This design comes from an exercise in tuning for small area, a short achievable clock period and few clock cycles on the open sky130 flow, not from production work.
In this exercise RTL edits were held to simulation tests only and were not proved equivalent to the original.

[flow/run.sh]
#!/bin/bash
# synth_recipe.tcl (not shown) runs the flow's synth.tcl, then flattens the netlist and writes it again
# the make line also repeats each setting of config.mk as NAME=value (left out here)
make -C /OpenROAD-flow-scripts/flow DESIGN_CONFIG=/design/flow/config.mk WORK_HOME=/design/flow/orfs CLKGATE_MAP_FILE= SYNTH_SCRIPT=/design/flow/synth_recipe.tcl finish
[flow/config.mk]
export PLATFORM = sky130hd
export DESIGN_NAME = wfe_fwd_line
export DESIGN_NICKNAME = wfe_fwd_line
export VERILOG_FILES = /design/flow/design.v
export SDC_FILE = /design/flow/constraint.sdc
export NUM_CORES = 4
export LEC_CHECK = 0
export CAP_MARGIN = 40
export CORE_MARGIN = 2
export CORE_UTILIZATION = 40
export SLEW_MARGIN = 20
[flow/constraint.sdc]
create_clock -name core_clock -period 52.0 [get_ports {clk}]
set_input_delay 10.4000 -clock core_clock [delete_from_list [all_inputs] [get_ports {clk}]]
set_output_delay 10.4000 -clock core_clock [all_outputs]
set_load 0.01 [all_outputs]
[flow/design.v]
module wfe_fround (
    input  wire [47:0]        p,
    input  wire signed [10:0] e_in,
    input  wire               s,
    input  wire               nan,
    input  wire               inf,
    input  wire               zero,
    output reg  [31:0]        y
);
    wire        top = p[47];
    wire [23:0] m0  = top ? p[47:24] : p[46:23];
    wire        r0  = top ? p[23] : p[22];
    wire        s0  = top ? (|p[22:0]) : (|p[21:0]);
    wire signed [10:0] e = e_in + {10'd0, top};
    wire        norm = (e >= 11'sd1);
    wire        big  = (e >= 11'sd255);
    wire signed [10:0] shs = 11'sd1 - e;
    wire [4:0]  sh   = norm ? 5'd0 : ((shs > 11'sd26) ? 5'd26 : shs[4:0]);
    wire [50:0] w  = {m0, r0, 26'd0} >> sh;
    wire [23:0] m  = w[50:27];
    wire        r  = w[26];
    wire        st = s0 | (|w[25:0]);
    wire        inc = r & (st | m[0]);
    wire [7:0]  ef = norm ? e[7:0] - 8'd1 : 8'd0;
    wire [31:0] pack = {1'b0, ef, 23'd0} + {8'd0, m} + {31'd0, inc};
    always @* begin
        if (nan)
            y = 32'h7fc0_0000;
        else if (inf)
            y = {s, 31'h7f80_0000};
        else if (zero)
            y = {s, 31'd0};
        else if (big || pack[30:23] == 8'hff)
            y = {s, 31'h7f80_0000};
        else
            y = {s, pack[30:0]};
    end
endmodule
module wfe_fmul (
    input  wire [32:0]        a,
    input  wire [32:0]        b,
    output wire [47:0]        p,
    output wire signed [10:0] e,
    output wire               s,
    output wire               nan,
    output wire               inf,
    output wire               zero
);
    wire a_zero = a[31] & ~a[30];
    wire b_zero = b[31] & ~b[30];
    wire a_top  = (a[31:23] == 9'h0ff);
    wire b_top  = (b[31:23] == 9'h0ff);
    wire a_frac = |a[22:0];
    wire b_frac = |b[22:0];
    wire a_nan  = a_top & a_frac;
    wire b_nan  = b_top & b_frac;
    wire a_inf  = a_top & ~a_frac;
    wire b_inf  = b_top & ~b_frac;
    assign s    = a[32] ^ b[32];
    assign nan  = a_nan | b_nan | (a_inf & b_zero) | (a_zero & b_inf);
    assign inf  = a_inf | b_inf;
    assign zero = a_zero | b_zero;
    assign p    = {1'b1, a[22:0]} * {1'b1, b[22:0]};
    assign e    = $signed({{2{a[31]}}, a[31:23]}) + $signed({{2{b[31]}}, b[31:23]}) - 11'sd127;
endmodule
module wfe_fadd (
    input  wire [31:0] a,
    input  wire [31:0] b,
    output reg  [31:0] y
);
    wire [7:0]  ea_f = a[30:23];
    wire [7:0]  eb_f = b[30:23];
    wire        a_top = &ea_f;
    wire        b_top = &eb_f;
    wire        a_frac = |a[22:0];
    wire        b_frac = |b[22:0];
    wire        a_nan = a_top & a_frac;
    wire        b_nan = b_top & b_frac;
    wire        a_inf = a_top & ~a_frac;
    wire        b_inf = b_top & ~b_frac;
    wire        ha = |ea_f;
    wire        hb = |eb_f;
    wire [7:0]  ea = {ea_f[7:1], ea_f[0] | ~ha};
    wire [7:0]  eb = {eb_f[7:1], eb_f[0] | ~hb};
    wire [23:0] ma = {ha, a[22:0]};
    wire [23:0] mb = {hb, b[22:0]};
    wire        sub = a[31] ^ b[31];
    wire [8:0]  dab = {1'b0, ea} - {1'b0, eb};
    wire [8:0]  dba = {1'b0, eb} - {1'b0, ea};
    wire        agb = ~dab[8];
    wire [7:0]  d   = agb ? dab[7:0] : dba[7:0];
    wire [7:0]  eL  = agb ? ea : eb;
    wire [23:0] mL  = agb ? ma : mb;
    wire [23:0] mS  = agb ? mb : ma;
    wire        sL  = agb ? a[31] : b[31];
    wire [4:0]  dsh = (d > 8'd26) ? 5'd26 : d[4:0];
    wire [49:0] al  = {mS, 26'd0} >> dsh;
    wire [26:0] mSa = {al[49:24], |al[23:0]};
    wire [26:0] mLa = {mL, 3'd0};
    wire [27:0] fs  = sub ? ({1'b0, mLa} - {1'b0, mSa}) : ({1'b0, mLa} + {1'b0, mSa});
    reg  [23:0] fm;
    reg         fr, fst;
    reg  [7:0]  fe;       
    always @* begin
        if (fs[27]) begin
            fm = fs[27:4]; fr = fs[3]; fst = |fs[2:0]; fe = eL;
        end else if (fs[26] || !sub) begin
            fm = fs[26:3]; fr = fs[2]; fst = |fs[1:0]; fe = eL - 8'd1;
        end else begin
            fm = fs[25:2]; fr = fs[1]; fst = fs[0];    fe = eL - 8'd2;
        end
    end
    wire        finc  = fr & (fst | fm[0]);
    wire [31:0] fpack = {1'b0, fe, 23'd0} + {8'd0, fm} + {31'd0, finc};
    wire [24:0] dd0 = {1'b0, ma} - {1'b0, mb};
    wire [24:0] dd1 = {1'b0, mb} - {1'b0, ma};
    wire        altb = dd0[24];
    wire [24:0] df1 = {mL, 1'b0} - {1'b0, mS};
    wire        d0  = (d == 8'd0);
    wire [24:0] nv  = d0 ? {(altb ? dd1[23:0] : dd0[23:0]), 1'b0} : df1;
    wire        use_near = sub & (d0 | ((d == 8'd1) & ~df1[24]));
    wire        nsign = d0 ? (altb ? b[31] : a[31]) : sL;
    wire [24:0] lim = (eL < 8'd26) ? (25'd1 << (8'd25 - eL)) : 25'd0;
    wire [24:0] nq  = nv | lim;
    reg  [4:0]  lz;
    integer     i;
    always @* begin
        lz = 5'd24;
        for (i = 0; i < 25; i = i + 1)
            if (nq[i]) lz = 5'd24 - i[4:0];
    end
    wire [24:0] nsh = nv << lz;
    wire [7:0]  ne  = eL - {3'd0, lz} - 8'd1;
    wire [31:0] npack = {1'b0, ne, 23'd0} + {8'd0, nsh[24:1]};
    wire        nzero = (nv == 25'd0);
    always @* begin
        if (a_nan || b_nan || (a_inf && b_inf && sub))
            y = 32'h7fc0_0000;
        else if (a_inf)
            y = a;
        else if (b_inf)
            y = b;
        else if (use_near)
            y = nzero ? 32'd0 : {nsign, npack[30:0]};
        else if (fpack[30:23] == 8'hff)
            y = {sL, 31'h7f80_0000};
        else
            y = {sL, fpack[30:0]};
    end
endmodule
module wfe_fwd_line (
    input  wire        clk,
    input  wire        rst,
    input  wire        tap_we,
    input  wire        tap_hi,
    input  wire [3:0]  tap_idx,
    input  wire [31:0] tap_data,
    input  wire        start,
    input  wire [5:0]  n,
    input  wire [4:0]  lsz,
    input  wire [4:0]  hsz,
    input  wire        inv,
    output reg         busy,
    input  wire        in_valid,
    input  wire [31:0] in_data,
    output reg         in_ready,
    output wire        out_valid,
    output wire [31:0] out_data,
    output reg         done,
    output reg         err
);
    localparam M    = 4;
    localparam MAXN = 32;
    localparam S_IDLE  = 2'd0;
    localparam S_CHECK = 2'd1;
    localparam S_RUN   = 2'd2;
    localparam S_DRAIN = 2'd3;
    reg [1:0]  state;
    reg        tw_v;
    reg        tw_hi;
    reg [3:0]  tw_idx;
    reg [31:0] tw_data;
    reg        sv_v;
    reg [31:0] sv_data;
    reg [32:0] lotap [0:15];
    reg [32:0] hitap [0:15];
    reg [32:0] xbuf  [0:MAXN-1];
    wire [32:0] nrm;
    wfe_fnorm u_norm (.x(tw_v ? tw_data : sv_data), .y(nrm));
    reg [5:0]  wr_ptr;    
    reg [5:0]  taken;     
    always @(posedge clk) begin
        if (tw_v) begin
            if (tw_hi) hitap[tw_idx] <= nrm;
            else       lotap[tw_idx] <= nrm;
        end
        if (sv_v)
            xbuf[wr_ptr[4:0]] <= nrm;
    end
    always @(posedge clk) begin
        tw_hi   <= tap_hi;
        tw_idx  <= tap_idx;
        tw_data <= tap_data;
        sv_data <= in_data;
        if (rst) begin
            tw_v <= 1'b0;
            sv_v <= 1'b0;
        end else begin
            tw_v <= tap_we & ~busy;
            sv_v <= in_valid & in_ready;
        end
    end
    reg [5:0]  nr;
    reg [4:0]  lr;
    reg [4:0]  hr;
    reg        invr;
    wire        odd  = lr[0];
    wire [5:0]  llen = (nr + 6'd1) >> 1;
    wire [5:0]  hlen = nr >> 1;
    wire signed [8:0] sn   = $signed({3'd0, nr});
    wire signed [8:0] sl   = $signed({4'd0, lr});
    wire signed [8:0] sh   = $signed({4'd0, hr});
    wire signed [8:0] sll  = $signed({3'd0, llen});
    wire signed [8:0] shl  = $signed({3'd0, hlen});
    wire signed [8:0] lmin = odd ? -((sl - 9'sd1) >>> 1) : -(sl >>> 1) + 9'sd1;
    wire signed [8:0] lmax = odd ? 9'sd2 * (sll - 9'sd1) + ((sl - 9'sd1) >>> 1)
                                 : 9'sd2 * (sll - 9'sd1) + (sl >>> 1);
    wire signed [8:0] hmin = odd ? -((sh - 9'sd1) >>> 1) + 9'sd1 : -(sh >>> 1) + 9'sd1;
    wire signed [8:0] hmax = odd ? 9'sd2 * (shl - 9'sd1) + ((sh - 9'sd1) >>> 1) + 9'sd1
                                 : 9'sd2 * (shl - 9'sd1) + (sh >>> 1);
    wire signed [8:0] wlo  = odd ? -(sn - 9'sd1) : -sn;
    wire signed [8:0] whi  = odd ? 9'sd2 * sn - 9'sd2 : 9'sd2 * sn - 9'sd1;
    wire signed [8:0] mn   = (lmin < hmin) ? lmin : hmin;
    wire signed [8:0] mx   = (lmax > hmax) ? lmax : hmax;
    wire cfg_ok = (lr >= 5'd2) && (lr <= 5'd16) &&
                  (hr >= 5'd2) && (hr <= 5'd16) &&
                  (lr[0] == hr[0]) &&
                  (nr >= 6'd2) && (nr <= MAXN) &&
                  (wlo <= mn) && (mx <= whi);
    wire signed [7:0] ca = odd ? -$signed({4'd0, lr[4:1]})
                               : -$signed({4'd0, lr[4:1]}) + 8'sd1;
    wire signed [7:0] cd = odd ? -$signed({4'd0, hr[4:1]}) + 8'sd1
                               : -$signed({4'd0, hr[4:1]}) + 8'sd1;
    wire signed [7:0] rneg = odd ? 8'sd0 : -8'sd1;
    wire signed [7:0] rpos = odd ? $signed({1'b0, nr, 1'b0}) - 8'sd2
                                 : $signed({1'b0, nr, 1'b0}) - 8'sd1;
    function [5:0] refl(input signed [7:0] k, input signed [7:0] rn,
                        input signed [7:0] rp, input [5:0] nn);
        reg signed [7:0] t;
        begin
            if (k < 0)
                t = rn - k;
            else if (k > $signed({2'd0, nn}) - 8'sd1)
                t = rp - k;
            else
                t = k;
            refl = t[5:0];
        end
    endfunction
    reg        ph;        
    reg        ph2;       
    reg [5:0]  k0;        
    reg [3:0]  ti;        
    reg signed [7:0] kb;  
    reg [5:0]  jm [0:M-1];
    reg [2:0]  gcnt;      
    reg [3:0]  gap;       
    wire [4:0]  T    = ph ? hr : lr;
    wire [5:0]  hl   = ph ? hlen : llen;
    wire signed [7:0] cc = ph ? cd : ca;
    wire        lst  = ({1'b0, ti} == T - 5'd1);
    wire [5:0]  k0n  = k0 + M;
    wire        hdone = (k0n >= hl);
    wire        fin  = hdone & ph2;
    reg         avail;
    integer     q;
    always @* begin
        avail = 1'b1;
        for (q = 0; q < M; q = q + 1)
            if (q < gcnt && jm[q] >= wr_ptr) avail = 1'b0;
    end
    wire        gap_ok = (gap >= M - 1);
    wire        issue  = (state == S_RUN) && avail && (!lst || gap_ok);
    wire        nph   = hdone ? ~ph : ph;
    wire [5:0]  nk0   = hdone ? 6'd0 : k0n;
    wire [5:0]  nhl   = hdone ? (ph ? llen : hlen) : hl;
    wire signed [7:0] ncc = hdone ? (ph ? ca : cd) : cc;
    wire signed [7:0] nkb = $signed({1'b0, nk0, 1'b0}) + ncc;
    wire [5:0]  nrem  = nhl - nk0;
    wire [2:0]  ncnt  = (nrem >= M) ? M : nrem[2:0];
    wire signed [7:0] fkb  = $signed({1'b0, 7'd0}) + (invr ? cd : ca);
    wire [5:0]  fhl  = invr ? hlen : llen;
    wire [2:0]  fcnt = (fhl >= M) ? M : fhl[2:0];
    wire signed [7:0] kbn = (state == S_CHECK) ? fkb : (lst ? nkb : kb + 8'sd1);
    integer g;
    always @(posedge clk) begin
        if (state == S_CHECK || issue) begin
            kb <= kbn;
            for (g = 0; g < M; g = g + 1)
                jm[g] <= refl(kbn + 2 * g, rneg, rpos, nr);
        end
    end
    reg [32:0] xr [0:M-1];
    reg [32:0] tr;
    reg        v1, f1, l1, z1;
    reg [2:0]  c1;
    wire [32:0] tlo = lotap[ti];
    wire [32:0] thi = hitap[ti];
    integer r;
    always @(posedge clk) begin
        for (r = 0; r < M; r = r + 1)
            xr[r] <= xbuf[jm[r][4:0]];
        tr <= ph ? {thi[32] ^ ~odd, thi[31:0]} : tlo;
        f1 <= (ti == 4'd0);
        l1 <= lst;
        z1 <= fin;
        c1 <= gcnt;
    end
    wire [47:0]        mp [0:M-1];
    wire signed [10:0] me [0:M-1];
    wire [M-1:0]       ms, mnan, minf, mzero;
    reg  [47:0]        pr [0:M-1];
    reg  signed [10:0] pe [0:M-1];
    reg  [M-1:0]       ps, pnan, pinf, pzero;
    reg                v2, f2, l2, z2;
    reg  [2:0]         c2;
    wire [31:0]        rp [0:M-1];
    reg  [31:0]        qr [0:M-1];
    reg                v3, f3, l3, z3;
    reg  [2:0]         c3;
    wire [31:0]        sm [0:M-1];
    reg  [31:0]        acc [0:M-1];
    wire [31:0]        an [0:M-1];
    genvar ge;
    generate
        for (ge = 0; ge < M; ge = ge + 1) begin : eng
            wfe_fmul u_mul (.a(xr[ge]), .b(tr), .p(mp[ge]), .e(me[ge]), .s(ms[ge]),
                            .nan(mnan[ge]), .inf(minf[ge]), .zero(mzero[ge]));
            always @(posedge clk) begin
                pr[ge]    <= mp[ge];
                pe[ge]    <= me[ge];
                ps[ge]    <= ms[ge];
                pnan[ge]  <= mnan[ge];
                pinf[ge]  <= minf[ge];
                pzero[ge] <= mzero[ge];
            end
            wfe_fround u_rnd (.p(pr[ge]), .e_in(pe[ge]), .s(ps[ge]), .nan(pnan[ge]),
                              .inf(pinf[ge]), .zero(pzero[ge]), .y(rp[ge]));
            always @(posedge clk)
                qr[ge] <= rp[ge];
            wfe_fadd u_add (.a(acc[ge]), .b(qr[ge]), .y(sm[ge]));
            assign an[ge] = f3 ? qr[ge] : sm[ge];
            always @(posedge clk)
                if (v3) acc[ge] <= an[ge];
        end
    endgenerate
    always @(posedge clk) begin
        f2 <= f1; l2 <= l1; z2 <= z1; c2 <= c1;
        f3 <= f2; l3 <= l2; z3 <= z2; c3 <= c2;
    end
    reg [31:0]  ob  [0:M-1];
    reg [M-1:0] obv;
    reg [M-1:0] obl;
    wire        load = v3 & l3;
    assign out_valid = obv[0];
    assign out_data  = ob[0];
    integer o;
    always @(posedge clk) begin
        for (o = 0; o < M; o = o + 1) begin
            if (load)
                ob[o] <= an[o];
            else if (o < M - 1)
                ob[o] <= ob[o + 1];
        end
    end
    wire        last_next = load ? (z3 && c3 == 3'd1) : (obv[1] & obl[1]);
    always @(posedge clk) begin
        if (rst) begin
            state    <= S_IDLE;
            busy     <= 1'b0;
            in_ready <= 1'b0;
            done     <= 1'b0;
            err      <= 1'b0;
            v1       <= 1'b0;
            v2       <= 1'b0;
            v3       <= 1'b0;
            obv      <= {M{1'b0}};
            obl      <= {M{1'b0}};
            wr_ptr   <= 6'd0;
            taken    <= 6'd0;
            gap      <= 4'd0;
        end else begin
            v1 <= issue;
            v2 <= v1;
            v3 <= v2;
            done <= 1'b0;
            if (gap != 4'hf) gap <= gap + 4'd1;
            if (load) begin
                for (o = 0; o < M; o = o + 1) begin
                    obv[o] <= (o < c3);
                    obl[o] <= z3 && (o == c3 - 1);
                end
            end else begin
                for (o = 0; o < M - 1; o = o + 1) begin
                    obv[o] <= obv[o + 1];
                    obl[o] <= obl[o + 1];
                end
                obv[M-1] <= 1'b0;
                obl[M-1] <= 1'b0;
            end
            if (sv_v) wr_ptr <= wr_ptr + 6'd1;
            if (in_valid && in_ready) begin
                taken <= taken + 6'd1;
                if (taken == nr - 6'd1) in_ready <= 1'b0;
            end
            case (state)
                S_IDLE: begin
                    if (start && !busy) begin
                        nr    <= n;
                        lr    <= lsz;
                        hr    <= hsz;
                        invr  <= inv;
                        busy  <= 1'b1;
                        state <= S_CHECK;
                    end else if (busy && last_next) begin
                        busy <= 1'b0;
                        done <= 1'b1;
                        err  <= 1'b0;
                    end
                end
                S_CHECK: begin
                    wr_ptr <= 6'd0;
                    taken  <= 6'd0;
                    ph     <= invr;
                    ph2    <= 1'b0;
                    k0     <= 6'd0;
                    ti     <= 4'd0;
                    gcnt   <= fcnt;
                    gap    <= 4'hf;
                    if (cfg_ok) begin
                        in_ready <= 1'b1;
                        state    <= S_RUN;
                    end else begin
                        err   <= 1'b1;
                        done  <= 1'b1;
                        busy  <= 1'b0;
                        state <= S_IDLE;
                    end
                end
                S_RUN: begin
                    if (issue) begin
                        if (lst) begin
                            gap <= 4'd0;
                            ti  <= 4'd0;
                            if (fin) begin
                                state <= S_IDLE;
                            end else begin
                                if (hdone) ph2 <= 1'b1;
                                ph   <= nph;
                                k0   <= nk0;
                                gcnt <= ncnt;
                            end
                        end else begin
                            ti <= ti + 4'd1;
                        end
                    end
                end
                default: state <= S_IDLE;
            endcase
        end
    end
endmodule
module wfe_fnorm (
    input  wire [31:0] x,
    output reg  [32:0] y
);
    wire [7:0]  ex = x[30:23];
    wire [22:0] fr = x[22:0];
    reg  [4:0]  lz;
    integer     i;
    always @* begin
        lz = 5'd0;
        for (i = 0; i < 23; i = i + 1)
            if (fr[i]) lz = 5'd22 - i[4:0];
    end
    wire [22:0] fs = (fr << lz) << 1;
    always @* begin
        if (ex != 8'd0)
            y = {x[31], 1'b0, ex, fr};
        else if (fr == 23'd0)
            y = {x[31], 9'h100, 23'd0};
        else
            y = {x[31], -{4'd0, lz}, fs};
    end
endmodule
==> results.toml <==
[timing]
clock_skew_ns = 0.0988
fin_crit_sh_pct = 28.9
setup_viol = 0
fin_crit_ns = 15.05
rsz0062_at_grt = "no"
fin_setup_tns_ns = 0
hold_viol = 0
whs_ns = 0.327
maxSlewViolCount = 0
slew_headroom_pct = 18.7
worst_pin_slew_ns = 1.22
max_freq_mhz = 66.5

[global_routing]
grt_usage_pct = 28.0
grt_pass1_vias = 221000
grt_overflow = 0
grt_pass1_wl_mm = 1500
grt_max_degree = 146
antenna_found_initial = 80

[drt]
drt_pass1_iterations = 7
num_vias = 223000
drtIter0Drc = 26200
drc_errors = 0
drt-total-wl_mm = 1030
wire_per_inst_um = 28.1
ant_nets = 0
vias_per_cell = 6.08

[synthesis]
syn_area_per_cell_um2 = 10.6
synth_most_common_cell = "inv_1"
synth_area_leaders = "edfxtp_1 (25%), fa_1 (14%), mux4_2 (13%)"
syn_area_mm2 = 0.285
synthArstFlopShare_pct = 0
synthDominantCellAreaShare_pct = 24.6
postSynthCellCount = 27000
synth_common_cells = "inv_1 (2973), nand2_1 (2663), edfxtp_1 (2336), fa_1 (1969), mux4_2 (1685)"
synth_edf_count = 2336
ys_seq_elements = 3102
yosysWarnings = 18
synth_cell_type_count = 131
yosysSeqAreaShare_pct = 30.0
ys.flop_type = "edfxtp_1"
yosys.area.top_type = "edfxtp_1"

[floorplan]
floorplan.initialDensity_pct = 40.1
rows = 310
die_h_um = 849
ios = 128
dieArea_mm2 = 0.720
die_w_um = 849
core_mm2 = 0.712

[final_layout]
fillers = 66400
nNetsFinal = 30400
syn_to_final_growth_pct = 9.80
fin_util_pct = 44.0
stdcell_count = 36700
drive_gt1_share_pct = 13.9

[placed_design]
dp_hpwl_mm = 742
place.gp.congestion = 0.976
port_buffers = 127
placed_cells = 35900

[critical_path]
r2r_start = "qr[1][29]"
r2r_slack_ns = 36.95
worst-path-max-fanout = 35
arrival_ns = 15.87
crit_required_ns = 52.83
r2r_end = "ob[1][16]"
slowest_delay_ns = 0.55
endpoint_kind = "flip-flop"
crit_top_cell = "nor2_1"
worstRegToRegCells = 55
critPathSlowestCell = "or4_1"
path_class = "flip-flop to flip-flop"
worstSetupStartpointType = "flip-flop"

[outcome]
status = "finished clean"

[clock_tree]
post_cts_resized = 0
cts_hold_buf = 0
cts.sinks = 3102
clkLatencyLatePin_ns = 1.02
cts_setup_buffers = 0
clk_pin_slew_ns = 0.06
root_buffer = "clkbuf_16"
cts_buffer_depth = 4
cts_max_level = 5
numCtsBuffers = 342
cts_tree = "built"

[worst_hold_path]
hp-start = "c2[2]"
hold_depth = 0
min_to = "c3[2]"
holdCritPathClass = "flip-flop to flip-flop"

[run]
cap_violations = 0
==> routing by layer <==
metal	GRT usage (%)	vias to the layer above	routed length, um
met2	44.0	11900	464000
met1	37.5	113000	409000
met3	5.54	2246	102000
met4	12.6	32	55800
met5	0	-	235
li1	-	96200	-
==> cells in the final DEF, fill, tap and decap left out, types with 164 or more instances in the layout <==
master	Yosys	final
a21oi_1	1342	1339
mux4_2	1685	1685
ha_1	1539	1539
inv_1	2973	2972
o21bai_1	182	182
fa_1	1969	1969
nand2_1	2663	2657
nor3_1	482	466
xor2_1	308	303
nor4_1	195	192
mux2i_1	678	677
o21ai_0	890	859
and2_1	1075	1075
edfxtp_1	2336	2336
mux2_2	353	353
dfxtp_1	766	732
a31oi_1	191	188
nand4_1	179	179
a21o_1	363	363
a211oi_1	188	188
buf_4	12	586
nand3_1	469	467
nor2_1	1459	1398
and3_1	173	173
xnor2_1	691	687
o211ai_1	164	164
clkbuf_16	0	355
==> sequential cells by signal (all words and copies together), names as in the netlist, 24 cells and up, named ones only <==
register	cells
xr	132
hitap	528
tw_data	32
sv_data	32
pr	192
pe	44
jm	24
tr	33
xbuf	1056
acc	128
qr	128
lotap	528
ob	128
==> how the worst max path moves through the flow <==
stage,slack (ns),to,cells past startpoint,from
global placement,35.88,ob[1][16],51,qr[1][29]
global route,35.97,ob[1][16],55,qr[1][26]
detailed placement,37.25,ob[1][16],55,qr[1][29]
CTS,37.15,ob[1][16],55,qr[1][26]
floorplan,39.40,ph,2,rst
finish,36.95,ob[1][16],55,qr[1][29]
==> worst max-delay path: cells and delay by family, from the launching register on <==
kind                       cells  cell delay, ns
xor gates and xnor gates       2            0.86
AOI/OAI and AO/OA             25            6.70
DFF                            1            0.34
buffers and inverters          7            1.62
adders and majority gates      4            1.16
muxes                          3            0.79
and+or+nand+nor               14            3.38
==> cell type report <==
class	instances	area [um2]	share of cell area [%]
Timing Repair Buffer	904	8830	2.82
Multi-Input combinational cell	19400	184000	58.7
Tap cell	9516	11900	3.80
Inverter	2991	11200	3.58
Antenna cell	112	280	0.0894
Clock inverter	191	2140	0.682
Sequential cell	3102	85600	27.3
Clock buffer	435	9390	3.00
==> cells by family (layout without fill, tap and decap cells) <==
logic type               count (synthesis)  after routing  share of synthesized area [%]
AND/OR/NAND/NOR                       7489           7489                           12.6
AO/OA/AOI/OAI                         4699           4699                           10.8
buffers and inverters                 4503           4521                           5.98
adder cells (fa/ha/maj)               3508           3508                           20.6
flip-flops                            3102           3102                           30.0
multiplexers                          2720           2720                           17.1
XOR/XNOR                               999            999                           3.07
other                                    1            117                        0.00131
==> stage by stage <==
stage	setup slack [ns]	area (um2)
global route	35.97	313000
CTS	37.15	312000
finish	36.95	313000
global placement	35.88	299000
detailed placement	37.25	301000
floorplan	39.40	285000
Testbench counts, summed over its fixed seeds: cycles 25,541.

-- port drivers added, routing unchanged --
The flow's constraints put no driver on any port. The routed layout listed below was extracted and timed again, unchanged, in two steps. Step 1 sets driving cells, clkbuf_16 on the clock port and buf_2 on the other inputs (assumed; they add their load-dependent delay and slew). Step 2 adds t to the input delays and takes it off the output delays; t is the mean of the earliest and latest rising clock arrival at the registers after step 1. Input paths then give back, and output paths get back, about the clock's delay inside the block. a / b / c = ideal ports / drivers / drivers and shift; a / b = the first two.
t (ns): 1.110
setup WS [ns]: 36.953 / 36.953 / 36.953
cell pins on the clock port's net: 1
After both steps this run still meets setup and hold. For this run, drivers alone change the setup slack by 0.000 ns; drivers and shift together by 0.000 ns.
